What follows belongs to an exercise in optimizing a design on an open flow for small area and few clock cycles; a production flow would make more cautious choices. Function not checked in this run: the RTL went through the layout flow alone. Power is estimated from default activity; no workload was simulated.

<file path="flow/config.mk">
export PLATFORM = sky130hd
export DESIGN_NAME = ioga
export DESIGN_NICKNAME = ioga
export VERILOG_FILES = /design/flow/design.v
export SDC_FILE = /design/flow/constraint.sdc
export NUM_CORES = 4
export LEC_CHECK = 0
export CAP_MARGIN = 20
export CORE_MARGIN = 2
export CORE_UTILIZATION = 40
export SLEW_MARGIN = 20
</file>
<file path="flow/constraint.sdc">
create_clock -name core_clock -period 10.0 [get_ports {clk}]
set_input_delay 2.0000 -clock core_clock [delete_from_list [all_inputs] [get_ports {clk}]]
set_output_delay 2.0000 -clock core_clock [all_outputs]
set_load 0.01 [all_outputs]
</file>
<file path="flow/design.v">
module ioga (
    input  wire        clk,
    input  wire        rst,
    input  wire        tx_valid,
    output wire        tx_ready,
    input  wire [15:0] tx_code,
    input  wire [31:0] tx_data,
    output wire        rsp_valid,
    output reg  [31:0] rsp_data,
    output wire [1:0]  rsp_status,    
    output wire        rsp_tc,        
    output wire        rsp_devwr,     
    output wire        irq_line,
    output wire        nmi_line,
    output wire        mem_req,
    output wire        mem_we,
    output wire [31:0] mem_addr,
    output wire [7:0]  mem_wdata,
    input  wire        mem_ack,
    input  wire [7:0]  mem_rdata,
    input  wire        mem_err
);
    reg [7:0]  vec_vector [0:15];
    reg [15:0] vec_ext, vec_int, vec_pend, vec_forced;
    reg [7:0]  softlo;
    reg [7:0]  sh_vector [0:7];
    reg [7:0]  sh_pend, sh_forced;
    reg        nmi_en, nmi_edge, nmi_pend;
    reg        a_irq, a_nmi;
    reg [4:0]  a_idx;
    reg [15:0] tmr1_count;
    reg [29:0] tmr2_count, tmr3_count;
    reg [3:1]  tmr_run, tmr_exp;
    reg [31:0] presc, dma_addr, dma_vaddr, dma_count, dma_ctrl;
    reg        dma_act;       
    reg        dma_drq;
    reg        busy;          
    reg [7:0]  wdata_q;
    wire [3:0] cls = tx_code[15:12];
    wire [3:0] grp = tx_code[11:8];
    wire [7:0] idx = tx_code[7:0];
    wire [31:0] w  = tx_data;
    wire       lvl = tx_data[0];
    wire i0   = (idx == 8'd0);
    wire i16  = (idx[7:4] == 4'd0);
    wire i8   = (idx[7:3] == 5'd0);
    wire i4   = (idx[7:2] == 6'd0);
    reg legal;
    always @* begin
        case (cls)
            4'h0, 4'h1:
                case (grp)
                    4'h0:    legal = i16;
                    4'h2:    legal = i8;
                    4'h4:    legal = i4;
                    4'h1, 4'h3, 4'h5, 4'h6, 4'h7, 4'h8, 4'h9:
                             legal = i0;
                    default: legal = 1'b0;
                endcase
            4'h2:    legal = (grp[3:1] == 3'd0) ? i16 : (grp[3:2] == 2'd0) & i0;
            4'h3:    legal = (grp[3:2] == 2'd0) & i0;
            4'h4:    legal = (grp == 4'h0) ? i4 : (grp == 4'h1) & i0;
            4'h5:    legal = (grp == 4'h0) & i0;
            default: legal = 1'b0;
        endcase
    end
    wire is_rd   = (cls == 4'h0);
    wire is_wr   = (cls == 4'h1);
    wire is_ln   = (cls == 4'h2);
    wire is_ack  = (cls == 4'h3);
    wire is_tick = (cls == 4'h4) & ~grp[0];
    wire is_dstp = (cls == 4'h4) &  grp[0];
    wire is_rstx = (cls == 4'h5);
    wire needs_mem = is_dstp & legal & dma_act & dma_drq;
    assign tx_ready = ~busy;
    wire accept   = tx_valid & ~busy;
    wire ex       = accept & ~needs_mem;       
    wire exl      = ex & legal;
    wire mem_done = busy & mem_ack;
    wire mem_ok   = mem_done & ~mem_err;
    wire clr = rst | (exl & is_rstx);
    wire [15:0] dec16 = 16'h1 << idx[3:0];
    wire wr_vec   = exl & is_wr & (grp == 4'h0) & ~w[8];
    wire wr_vecf  = exl & is_wr & (grp == 4'h0);
    wire wr_slo   = exl & is_wr & (grp == 4'h1);
    wire wr_shi   = exl & is_wr & (grp == 4'h2) & ~w[8];
    wire wr_shif  = exl & is_wr & (grp == 4'h2);
    wire wr_nmi   = exl & is_wr & (grp == 4'h3);
    wire wr_tmr   = exl & is_wr & (grp == 4'h4);
    wire wr_presc = exl & is_wr & (grp == 4'h5);
    wire wr_daddr = exl & is_wr & (grp == 4'h6);
    wire wr_dvadr = exl & is_wr & (grp == 4'h7);
    wire wr_dcnt  = exl & is_wr & (grp == 4'h8);
    wire wr_dctrl = exl & is_wr & (grp == 4'h9);
    wire ln_irq   = exl & is_ln & (grp == 4'h0);
    wire ln_soft  = exl & is_ln & (grp == 4'h1);
    wire ln_nmi   = exl & is_ln & (grp == 4'h2);
    wire ln_drq   = exl & is_ln & (grp == 4'h3);
    wire ack_irq  = exl & is_ack & (grp[1:0] == 2'd0) & a_irq;
    wire ack_nmi  = exl & is_ack & (grp[1:0] == 2'd1) & a_nmi;
    wire tick     = exl & is_tick;
    reg  [3:0] sg;
    reg  [3:0] si;
    always @* begin
        if (busy | (is_ln & grp[1] & grp[0])) begin       
            sg = 4'h8; si = idx[3:0];
        end else if (is_ack) begin
            sg = {2'b00, a_idx[4], 1'b0};                 
            si = a_idx[3:0];
        end else if (is_tick) begin
            sg = 4'h4; si = idx[3:0];
        end else begin
            sg = grp; si = idx[3:0];
        end
    end
    wire [7:0]  vsel_vec  = vec_vector[si];
    wire [7:0]  ssel_vec  = sh_vector[si[2:0]];
    reg [31:0] rd;
    always @* begin
        case (sg)
            4'h0: rd = {19'h0, vec_int[si], 2'b00, vec_ext[si], vec_pend[si], vsel_vec};
            4'h1: rd = {24'h0, softlo};
            4'h2: rd = {23'h0, sh_pend[si[2:0]], ssel_vec};
            4'h3: rd = {27'h0, nmi_en, nmi_pend, 1'b0, nmi_edge, 1'b0};
            4'h4:
                case (si[1:0])
                    2'd0:    rd = 32'h4000_0000;
                    2'd1:    rd = {14'h0, tmr_exp[1], tmr_run[1], tmr1_count};
                    2'd2:    rd = {tmr_exp[2], tmr_run[2], tmr2_count};
                    default: rd = {tmr_exp[3], tmr_run[3], tmr3_count};
                endcase
            4'h5: rd = presc;
            4'h6: rd = dma_addr;
            4'h7: rd = dma_vaddr;
            4'h8: rd = dma_count;
            default: rd = dma_ctrl;
        endcase
    end
    wire [7:0] act_vec = (a_idx[4:3] == 2'b10) ? {1'b1, a_idx[2:0], 4'hF} : rd[7:0];
    wire [31:0] dec   = rd - 32'd1;
    wire        t1    = (idx[1:0] == 2'd1);
    wire        z_lo  = (rd[15:1] == 15'd0);
    wire        z_mid = (rd[29:16] == 14'd0);
    wire        z_hi  = (rd[31:30] == 2'd0);
    wire        tm_le1 = z_lo & (t1 | z_mid);                  
    wire        tm_nz  = rd[0] | ~tm_le1;                      
    wire        dc_le1 = z_lo & z_mid & z_hi;                  
    wire        dc_one = dc_le1 & rd[0];
    wire        dc_nz  = rd[0] | ~dc_le1;
    assign rsp_valid  = ex | mem_done;
    assign rsp_status = busy ? {1'b0, mem_err} : {~legal, 1'b0};
    assign rsp_tc     = busy & ~mem_err & dc_one;
    assign rsp_devwr  = busy & ~mem_err & dma_ctrl[0];
    always @* begin
        if (busy)
            rsp_data = {24'h0, mem_rdata & {8{dma_ctrl[0] & ~mem_err}}};
        else if (legal & is_rd)
            rsp_data = rd;
        else if (legal & is_ack & ~grp[0] & a_irq)
            rsp_data = {24'h0, act_vec};
        else
            rsp_data = 32'h0;
    end
    assign mem_req   = busy | (tx_valid & needs_mem);
    assign mem_we    = ~dma_ctrl[0];
    assign mem_addr  = dma_addr;
    assign mem_wdata = busy ? wdata_q : tx_data[7:0];
    always @(posedge clk) begin
        if (rst)
            busy <= 1'b0;
        else if (accept & needs_mem)
            busy <= 1'b1;
        else if (mem_ack)
            busy <= 1'b0;
        if (accept & needs_mem)
            wdata_q <= tx_data[7:0];
    end
    wire [31:0] wd    = clr ? 32'h0 : w;
    wire [31:0] cnt_d = clr ? 32'h0 : ((~busy & is_wr) ? w : dec);
    wire [3:1] wsel = {idx[1:0] == 2'd3, idx[1:0] == 2'd2, idx[1:0] == 2'd1};
    wire       tmr_go = t1 ? w[16] : w[30];
    wire [3:1] t_load = {3{wr_tmr & tmr_go}} & wsel;
    wire [3:1] t_stop = {3{wr_tmr & ~tmr_go}} & wsel;
    wire [3:1] t_dec  = {3{tick & tm_nz}} & wsel & tmr_run;
    wire [3:1] t_exp  = {3{tick & tm_le1}} & wsel & tmr_run;
    wire       tick_exp = (tick & (idx[1:0] == 2'd0)) | (|t_exp);
    wire [15:0] ven = vec_ext | vec_int;
    reg [15:0] n_vec_pend;
    reg [7:0]  n_softlo, n_sh_pend;
    reg        n_nmi_pend;
    integer i;
    always @* begin
        for (i = 0; i < 16; i = i + 1) begin
            n_vec_pend[i] = vec_pend[i];
            if (wr_vec & dec16[i] & ~vec_forced[i] & ~w[9] & ~w[12]) n_vec_pend[i] = 1'b0;
            if (ln_irq & dec16[i] & ~lvl) n_vec_pend[i] = 1'b0;
            if (ack_irq & (a_idx == i)) n_vec_pend[i] = 1'b0;
            if (wr_vec & dec16[i] & vec_forced[i]) n_vec_pend[i] = 1'b1;
            if (ln_irq & dec16[i] & lvl & ven[i]) n_vec_pend[i] = 1'b1;
            if (i >= 12 && tick_exp && idx[1:0] == i - 12 && ven[i]) n_vec_pend[i] = 1'b1;
            if (clr) n_vec_pend[i] = 1'b0;
        end
        for (i = 0; i < 8; i = i + 1) begin
            n_softlo[i] = softlo[i] | (wr_slo & w[i]);
            if (ln_soft & ~idx[3] & dec16[i]) n_softlo[i] = lvl;
            if (ack_irq & (a_idx == 16 + i)) n_softlo[i] = 1'b0;
            if (clr) n_softlo[i] = 1'b0;
            n_sh_pend[i] = sh_pend[i];
            if (ln_soft & idx[3] & dec16[i + 8]) n_sh_pend[i] = lvl;
            if (ack_irq & (a_idx == 24 + i)) n_sh_pend[i] = 1'b0;
            if (wr_shi & dec16[i] & sh_forced[i]) n_sh_pend[i] = 1'b1;
            if (clr) n_sh_pend[i] = 1'b0;
        end
        n_nmi_pend = nmi_pend;
        if (ln_nmi & ~lvl) n_nmi_pend = 1'b0;
        if (ln_nmi & lvl & nmi_en) n_nmi_pend = 1'b1;
        if (ack_nmi) n_nmi_pend = 1'b0;
        if (clr) n_nmi_pend = 1'b0;
    end
    wire kill_vec = wr_vec & ~vec_forced[idx[3:0]] & ~w[9] & ~w[12] &
                    a_irq & (a_idx == {1'b0, idx[3:0]});
    wire keep = (a_irq | a_nmi) & ~(kill_vec | ack_irq | ack_nmi | clr);
    wire [31:0] pend_all = {n_sh_pend, n_softlo, n_vec_pend};
    reg  [4:0]  prio;
    always @* begin
        prio = 5'd0;
        for (i = 31; i >= 0; i = i - 1)
            if (pend_all[i]) prio = i[4:0];
    end
    wire n_a_nmi = keep ? a_nmi : n_nmi_pend;
    wire n_a_irq = keep ? a_irq : (~n_nmi_pend & (|pend_all));
    assign irq_line = n_a_irq;
    assign nmi_line = n_a_nmi;
    always @(posedge clk) begin
        vec_pend <= n_vec_pend;
        softlo   <= n_softlo;
        sh_pend  <= n_sh_pend;
        nmi_pend <= n_nmi_pend;
        a_irq    <= n_a_irq;
        a_nmi    <= n_a_nmi;
        if (clr | ~keep)
            a_idx <= prio;
    end
    always @(posedge clk) begin
        for (i = 0; i < 16; i = i + 1) begin
            if (clr | (wr_vec & dec16[i])) begin
                vec_vector[i] <= wd[7:0];
                vec_ext[i]    <= wd[9];
                vec_int[i]    <= wd[12];
            end
            if (clr | (wr_vecf & dec16[i]))
                vec_forced[i] <= wd[8];
        end
        for (i = 0; i < 8; i = i + 1) begin
            if (clr | (wr_shi & dec16[i]))
                sh_vector[i] <= wd[7:0];
            if (clr | (wr_shif & dec16[i]))
                sh_forced[i] <= wd[8];
        end
    end
    always @(posedge clk) begin
        if (clr | wr_nmi) begin
            nmi_en   <= wd[4];
            nmi_edge <= wd[1];
        end else if (ln_nmi & lvl & nmi_en & nmi_edge) begin
            nmi_en   <= 1'b0;
        end
    end
    always @(posedge clk) begin
        if (clr | t_load[1] | t_dec[1]) tmr1_count <= cnt_d[15:0];
        if (clr | t_load[2] | t_dec[2]) tmr2_count <= cnt_d[29:0];
        if (clr | t_load[3] | t_dec[3]) tmr3_count <= cnt_d[29:0];
        if (clr) begin
            tmr_run <= 3'b000;
            tmr_exp <= 3'b000;
        end else begin
            tmr_run <= (tmr_run | t_load) & ~t_stop & ~t_exp;
            tmr_exp <= (tmr_exp & ~t_load) | t_exp;
        end
    end
    wire [31:0] addr_step = dma_ctrl[1] ? dma_addr - 32'd1 : dma_addr + 32'd1;
    always @(posedge clk) begin
        if (clr | wr_presc) presc     <= wd;
        if (clr | wr_dvadr) dma_vaddr <= wd;
        if (clr | wr_dctrl) dma_ctrl  <= wd;
        if (clr | wr_daddr | mem_ok)
            dma_addr <= (busy & ~clr) ? addr_step : wd;
        if (clr | wr_dcnt | mem_ok)
            dma_count <= cnt_d;
        if (clr)
            dma_drq <= 1'b0;
        else if (ln_drq)
            dma_drq <= lvl;
        if (clr | (wr_dcnt & (w == 32'h0)) | (mem_ok & dc_one))
            dma_act <= 1'b0;
        else if (ln_drq & lvl & ~dma_drq & dc_nz)
            dma_act <= 1'b1;
    end
endmodule
</file>
<file path="flow/run.sh">
#!/bin/bash
# synth_recipe.tcl (not shown) runs the flow's synth.tcl, then flattens the netlist and writes it again
# the make line also repeats each setting of config.mk as NAME=value (left out here)
make -C /OpenROAD-flow-scripts/flow DESIGN_CONFIG=/design/flow/config.mk WORK_HOME=/design/flow/orfs CLKGATE_MAP_FILE= SYNTH_SCRIPT=/design/flow/synth_recipe.tcl finish
</file>
==> results.py <==
metrics = {
    "outcome": {
        "status": "finished clean",
    },
    "worst_setup_path": {
        "r2r_cells": 15,
        "r2r_slack_ps": 3350,
        "critPathLaunchType": "input pin",
        "endpoint_kind": "output port",
        "worstPathRequired_ps": 8000,
        "worstReg2RegStart": "a_idx[0]",
        "critical_path_class": "input pin to output port",
        "r2r-end": "tmr1_count[6]",
        "cp.arrival_ps": 7880,
        "path_max_fanout": 11,
    },
    "clock_network": {
        "clockRootBuffer": "clkbuf_16",
        "cts_buffers": 59,
        "insertion_delay_ps": 660,
        "cts.sinks": 543,
        "h-tree-depth": 2,
        "cts_hold_buf": 0,
        "cts_tree": "built",
        "clkSlewWorstSetupHoldPaths_ps": 60,
        "cts_buffer_depth": 3,
    },
    "die": {
        "boundaryPins": 143,
        "dieArea_um2": 72500,
        "start_util_pct": 40.3,
        "rows": 97,
        "core_um2": 69900,
        "die_x_um": 269,
        "die_y_um": 269,
    },
    "sta": {
        "relSlewSlack_pct": 26.7,
        "fmax_mhz": 101,
        "hold_ws_ps": 467,
        "rsz0062_at_grt": "false",
        "finalSetupViolCount": 0,
        "worstMarginPinSlew_ps": 1090,
        "period_minus_slack_ps": 9880,
        "timing.setup.tns_ps": 0,
        "period_share_pct": 98.8,
        "slew_viol_final": 0,
        "fin_ws_ps": 119,
        "skew_ps": 15.9,
        "finalHoldViolations": 0,
    },
    "cells_and_area": {
        "drive_above_1_share_pct": 13.7,
        "fin_nets": 2785,
        "fillCellCount": 6369,
        "area_growth_pct": 19.0,
        "stdcell_area_um2": 33500,
        "final_util_pct": 47.9,
    },
    "drt": {
        "drt_iter0_drc": 3289,
        "wl_per_cell_um": 31.7,
        "drc": 0,
        "routed_wirelength_um": 117000,
        "via_count": 23800,
        "via_per_inst": 6.45,
        "first_pass_iters": 6,
        "final_antenna_net_count": 0,
    },
    "place": {
        "place_ws_ps": -155,
        "routabilityCongestion": 0.986,
        "dpl.hpwl_um": 84600,
        "place_area_um2": 31300,
        "port_buffers": 142,
    },
    "global_route": {
        "grt_use_met3_pct": 6.14,
        "grt_overflow": 0,
        "track_usage_pct": 31.0,
        "grt_busiest_layer": "met2",
        "grt_pass1_vias": 22800,
        "met1_usage_pct": 39.3,
        "use_met2_pct": 50.8,
        "grt_pass1_wl_um": 164000,
        "antenna_found_initial": 5,
        "grt_max_degree": 65,
    },
    "synth": {
        "ys_top_cells_by_count": "edfxtp_1, nand2_1, nor2_1",
        "syn-mean-instance-area_um2": 11.3,
        "synth.distinct_cells": 111,
        "yosysSeqAreaShare_pct": 56.3,
        "synth.most_common_cell": "edfxtp_1",
        "synth_area_leaders": "edfxtp_1, dfxtp_1, o21ai_0",
        "yosys_register_bits": 543,
        "synth.top_cell.area_share_pct": 53.2,
        "synth_warnings": 3,
        "yosysTopAreaCell": "edfxtp_1",
        "syn-instance-count": 2491,
        "async_flop_share_pct": 0,
        "synth.net_count": 2584,
        "synth-edff-count": 499,
        "synth_top_flop_cell": "edfxtp_1",
        "syn-cell-area_um2": 28200,
    },
    "pwr": {
        "ir_drop_uv": 143,
        "seqPwrFrac_pct": 46.7,
        "sw_frac_of_total_pct": 26.3,
        "p_leak_nw": 11.5,
        "netSwitchingPower_mw": 1.55,
        "powerDensity_nw_per_um2": 176,
        "combPwrFrac_pct": 13.5,
        "p_int_mw": 4.35,
        "power.share.clock_pct": 39.8,
    },
    "worst_hold_path": {
        "hp-class": "flip-flop to flip-flop",
        "min_path_cells": 2,
        "min_to": "dma_act",
        "min-delay-start": "dma_act",
    },
    "job": {
        "drv_cap": 0,
    },
}
==> metal layers <==
metal	vias to the layer above	wire length, um
met4	6	6880
met5	-	41
met3	323	11000
met2	1540	54500
met1	11800	44500
li1	10200	-
==> registers in the layout (all words and copies together), names as in the netlist, 16 cells and up <==
name,count
vec_vector,128
sh_vector,64
dma_addr,32
dma_count,32
dma_ctrl,32
dma_vaddr,32
presc,32
tmr2_count,30
tmr3_count,30
tmr1_count,16
vec_ext,16
vec_forced,16
vec_int,16
vec_pend,16
==> final cells by class <==
type	count	area [um^2]	area share [%]
Antenna cell	3	7.51	0.0224
Sequential cell	543	15900	47.4
Timing Repair Buffer	293	2650	7.90
Multi-Input combinational cell	1747	11600	34.5
Clock buffer	82	1630	4.87
Clock inverter	29	424	1.27
Tap cell	940	1180	3.51
Inverter	48	180	0.538
==> power by group through the flow <==
stage	combinational, mW	sequential, mW	clock, mW
finish	0.799	2.76	2.35
CTS	0.778	2.76	2.36
global placement	0.764	2.80	0
floorplan	0.447	2.77	0
detailed placement	0.774	2.80	0
global route	0.843	2.77	2.45
==> timing repair <==
item,CTS,global route
buffers inserted,0,0
endpoints found under the setup margin,1,1
resized for setup,2,3
pin swaps,0,1
gates cloned,0,1
==> kinds of logic (layout without fill, tap and decap cells) <==
group                    count (synthesis)  after routing  share of synthesized area, %
other                                    0              3                             0
AND/OR/NAND/NOR                        798            799                          14.5
AO/OA/AOI/OAI                          778            778                          19.3
multiplexers                            84             84                          3.37
XOR/XNOR                                54             54                          1.68
flip-flops                             543            543                          56.3
buffers and inverters                  202            452                          3.29
adder cells (fa/ha/maj)                 32             32                          1.45
==> layout by cell type (no fill, tap or decap), types with 20 or more instances in the layout <==
| cell | Yosys | final |
|---|---|---|
| a22o_1 | 40 | 40 |
| ha_1 | 31 | 31 |
| buf_4 | 15 | 143 |
| nor2b_1 | 52 | 45 |
| clkdlybuf4s50_1 | 0 | 140 |
| and2_1 | 45 | 44 |
| inv_1 | 45 | 45 |
| clkbuf_16 | 0 | 59 |
| edfxtp_1 | 499 | 499 |
| a31oi_1 | 36 | 36 |
| o21ai_0 | 169 | 163 |
| a221oi_1 | 23 | 23 |
| a21oi_1 | 142 | 140 |
| mux2i_1 | 60 | 60 |
| o211ai_1 | 28 | 28 |
| xnor2_1 | 26 | 26 |
| a22oi_1 | 37 | 37 |
| dfxtp_1 | 44 | 43 |
| o31ai_1 | 21 | 20 |
| a21o_1 | 21 | 20 |
| nor2_1 | 180 | 175 |
| a211oi_1 | 43 | 43 |
| nand2b_1 | 34 | 33 |
| nor3_1 | 48 | 46 |
| xor2_1 | 28 | 28 |
| nand4_1 | 27 | 27 |
| nor4_1 | 28 | 26 |
| nand3_1 | 75 | 74 |
| nand2_1 | 201 | 199 |
==> critical path, cell delays in order <==
cell	delay (ps)
clkdlybuf4s50_1	870
buf_4	290
nor2_1	60
o21ai_0	200
nor2_1	140
o211ai_1	860
o32ai_1	290
and2_1	260
a311o_1	370
or3_1	360
nor4_1	350
or4b_1	630
nor4_2	410
buf_4	190
o31ai_1	70
clkdlybuf4s50_1	520
==> worst max-delay path by stage <==
stage	start	end	slack (ps)	cells past startpoint
6_report	tx_code[12]	irq_line	120	16
4_1_cts	tx_code[14]	irq_line	160	15
3_5_place_dp	tx_code[13]	irq_line	-150	17
5_1_grt	tx_code[12]	irq_line	10	16
2_1_floorplan	tx_code[14]	irq_line	2380	16
3_3_place_gp	tx_code[13]	irq_line	-90	17
==> stage by stage <==
step                      std cells  power [mW]
after CTS                      3677        5.90
final                          3685        5.91
after global placement         3565        3.56
after floorplan                2491        3.22
after detailed placement       3566        3.58
after global routing           3683        6.06

## what the ideal ports hide
In the flow no input, the clock included, has a driving cell. The finished layout below was timed again as built, in two steps.
Step 1: set_driving_cell puts a clkbuf_16 on clk and a buf_2 on each other input, an assumption about the parent block.
Step 2 adds t to the input delays and takes it off the output delays; t is the mean of the earliest and latest rising clock arrival at the registers after step 1. Input paths then give back, and output paths get back, about the clock's delay inside the block.
a / b / c = ideal / step 1 / step 2; a / b = the first two.
shift t [ns]: 0.718
setup slack, ns: 0.119 / 0.097 / 0.097
latest minus earliest clock arrival (ns): 0.016 / 0.016
worst register clock-pin slew, ns: 0.07 / 0.07
After both steps this run still meets setup and hold. The setup slack of this run moves by -0.022 ns with the drivers and by -0.022 ns with both steps.
